This design comes from an exercise in tuning for small area, a short achievable clock period and few clock cycles on the open sky130 flow, not from production work.
At most, simulation tests tie the RTL to the original design; equivalence was not proved.
Power and IR drop assume default switching activity.

Design sbmc_tick, start of the top module:
module sbmc_tick #(
    parameter integer DT        = 100,
    parameter integer SCALE     = 1000,
    parameter integer N_AVG     = 4,
    parameter integer MASK_BITS = 0
) (
    input  wire        clk,
    input  wire        rst,
    input  wire [31:0] cfg_dist_target,
    input  wire [7:0]  cfg_n_ramp,
    input  wire [15:0] cfg_dwell_ticks,
    input  wire [7:0]  cfg_spd_op,
    input  wire [7:0]  cfg_spd_step,
    input  wire [15:0] cfg_cmd_stop,
    input  wire [15:0] cfg_cmd_rev,
    input  wire        run,
    input  wire        tick,
    input  wire        smp_valid,
    output wire        smp_ready,
    input  wire [55:0] smp_data,
    output wire        drv_valid,
    input  wire        drv_ready,
    output wire [15:0] drv_data,
    output wire        busy,
    output wire        running,
    output wire        fault,
    output wire [1:0]  phase,
    output wire [7:0]  ramp,
    output wire [15:0] dwell,
    output wire [31:0] acc,
    output wire [31:0] vel,
    output wire [31:0] distance
);
    localparam [1:0] PH_ACCEL  = 2'd0,
                     PH_CRUISE = 2'd1,
                     PH_REV    = 2'd2,
                     PH_STOP   = 2'd3;
    localparam [28:0] QO_ZERO = -29'sd21;    
    reg        run_q;
    reg        fault_q;
    reg [1:0]  phase_q;
    reg [7:0]  ramp_q;
    reg [15:0] dwell_q;
    reg [11:0] acc_q;         
    reg [31:0] vel_q;
    reg [31:0] dist_q;
    reg [28:0] qo_q;          
    reg [3:0]  r_q;           
    reg        pend_q;        
    reg        busy_q;
    reg        samp_q;        
    reg [1:0]  cnt_q;         
    reg        sb_q, sc_q, sd_q, se_q, sf_q;          
    reg        sd2_q, sd3_q, se2_q, se3_q;            
    reg        vovf_q, dovf_q;
    reg        spec_q;        
    reg        zero_q;        
    reg        dv_q;          
    reg        second_q;      
    reg [15:0] dd_q;          
    reg [13:0] s_q;           
    reg [8:0]  q5_q;          
    reg [5:0]  q50_q;
    reg [8:0]  dvel_q;        
    reg [5:0]  fdo_q;         
    reg [5:0]  ko_q;          
    reg        c_q;           
    reg [7:0]  nlvl_q;        
    reg [31:0] tgt_q;         
    reg        dz_q;          
    reg        rlast_q;       
    reg [33:0] h_q;           
  ...
For scale: roughly 2,400 cells after synthesis, about 20,000 sq um of cells after synthesis.
Settings: LEC_CHECK=0, CAP_MARGIN=20, CORE_MARGIN=2, CORE_UTILIZATION=40, CTS_BUF_LIST=sky130_fd_sc_hd__clkbuf_4 sky130_fd_sc_hd__clkbuf_8, SLEW_MARGIN=20; clock period 10.0 ns.
standard.sh (not shown) runs the stock make flow with config.mk's settings and CLKGATE_MAP_FILE= SYNTH_SCRIPT=/design/flow/synth_recipe.tcl, a recipe that flattens the netlist after the stock synthesis.
==> flow/flow/run.sh <==
#!/bin/bash
set -euo pipefail
export SETUP_SLACK_MARGIN=6.6
export BUFFER_PORTS_ARGS="-buffer_cell sky130_fd_sc_hd__buf_2"
bash standard.sh > standard.log 2>&1
Testbench counts at the start, summed over its fixed seeds: cycles 34,941.
Rerun with:
--- a/flow/design.v
+++ b/flow/design.v
@@ -108,57 +108,51 @@
     wire [4:0]  u     = {1'b0, md} + {1'b0, r_q};
     wire        cy    = u >= 5'd10;
     wire [3:0]  rn    = cy ? u[3:0] - 4'd10 : u[3:0];
     wire [5:0]  ko    = fdo_q + {5'd0, cy};
     wire [33:0] hsum  = {{2{dist_q[31]}}, dist_q} + {{5{qo_q[28]}}, qo_q};
     wire [33:0] dsum  = h_q + {27'd0, {1'b0, ko_q} + {6'd0, c_q}};
     wire        dovf  = (dsum[33:31] != 3'b000) && (dsum[33:31] != 3'b111);
     wire        dsafe = dist_q[31] == dist_q[30];
     wire [28:0] qsum  = qo_q + {23'd0, ko_q} - 29'd21;
-    wire        h_le  = h_q[33] && ((h_q[33:6] != {28{1'b1}}) || (h_q[5:0] <= 6'd20));
-    wire        h_pos = !h_q[33] && (h_q != 34'd0);
     wire        d_ge  = $signed(dist_q) >= $signed(tgt_q);
     wire        d_le0 = dist_q[31] || (dist_q == 32'd0);
     wire live   = run_q && !fault_q && (phase_q != PH_STOP);
     wire active = samp_q || sb_q || sc_q || sd_q || sd2_q || sd3_q
                   || se_q || se2_q || se3_q || sf_q || dv_q;
     wire start  = pend_q && live && !active;
     wire take   = smp_valid && samp_q;
     wire sent   = dv_q && drv_ready;
     wire vel_we = (sd_q && vsafe) || (sd3_q && !vovf_q);
     wire dst_we = (se_q && dsafe) || (se3_q && !dovf_q);
     wire p0_a   = sb_q && (phase_q == PH_ACCEL) && vsafe && dsafe;
-    wire e_ev   = dst_we && !spec_q;
-    wire e_late = e_ev && ((phase_q == PH_ACCEL) || (phase_q == PH_CRUISE)
-                           || ((phase_q == PH_REV) && !h_le && !h_pos));
-    wire f_ev   = sf_q;
+    wire f_ev   = sf_q && !spec_q;
     wire p0_f   = f_ev && (phase_q == PH_ACCEL);
     wire p1_hit = f_ev && (phase_q == PH_CRUISE) && d_ge;
-    wire p2_hit = (e_ev && (phase_q == PH_REV) && h_le)
-                  || (f_ev && (phase_q == PH_REV) && d_le0);
+    wire p2_hit = f_ev && (phase_q == PH_REV) && d_le0;
     wire p0     = p0_a || p0_f;
     reg        n_pend, n_samp, n_sb, n_sc, n_sd, n_sd2, n_sd3, n_se, n_se2, n_se3,
                n_sf, n_dv, n_fault, n_run;
     reg [1:0]  n_phase;
     always @(*) begin
         n_run   = run_q;
         n_fault = fault_q;
         n_phase = phase_q;
         n_samp  = samp_q;
         n_sb    = 1'b0;
         n_sc    = sb_q;
         n_sd    = sc_q;
         n_sd2   = sd_q && !vsafe;
         n_sd3   = sd2_q;
         n_se    = vel_we;
         n_se2   = se_q && !dsafe;
         n_se3   = se2_q;
-        n_sf    = e_late;
+        n_sf    = dst_we;
         n_dv    = dv_q;
         n_pend  = pend_q;
         if (run && !run_q) begin
             n_run   = 1'b1;
             n_phase = PH_ACCEL;
             n_pend  = 1'b0;
         end else begin
             n_pend = (tick && live) || (pend_q && !start);
             if (start) begin
Result:
- first-iteration DRC count shrinks by a little under a tenth
- register-to-register slack degrades by 260 ps
- core utilization grows by 0.27 points
- count of clock-buffer cells in the layout grows by 5
- cell area shrinks slightly
- hold slack degrades by 14 ps
- clock skew shrinks by 22 ps
- power grows by a few percent
- via count shrinks by a few percent
- clock power grows by a few percent
- combinational power grows by a few percent
- setup slack degrades by 74 ps
- global-route usage shrinks by 2.0 points
The RTL of the second run of this note was laid out without a check of its function.

[separate check: timing with driven ports]
The results above use ideal ports. As a check the final layouts listed here were re-extracted and re-timed, cells and wires unchanged.
Step 1: set_driving_cell puts a clkbuf_16 on clk and a buf_2 on each other input, an assumption about the parent block.
Step 2 adds t to the input delays and takes it off the output delays; t is the mean of the earliest and latest rising clock arrival at the registers after step 1. Input paths then give back, and output paths get back, about the clock's delay inside the block.
Slacks: ideal / step 1 / step 2; pairs: ideal / step 1.
| run | t, ns | setup WS [ns] | worst setup path at the end |
|---|---|---|---|
| the first run | 0.696 | 6.497 / 6.515 / 5.819 | input to register |
| the second run | 0.698 | 6.423 / 6.415 / 5.717 | input to register |
After both steps setup and hold are still met in every run listed. For the second run, which loses most, drivers alone change the setup slack by -0.008 ns; drivers and shift together by -0.706 ns.
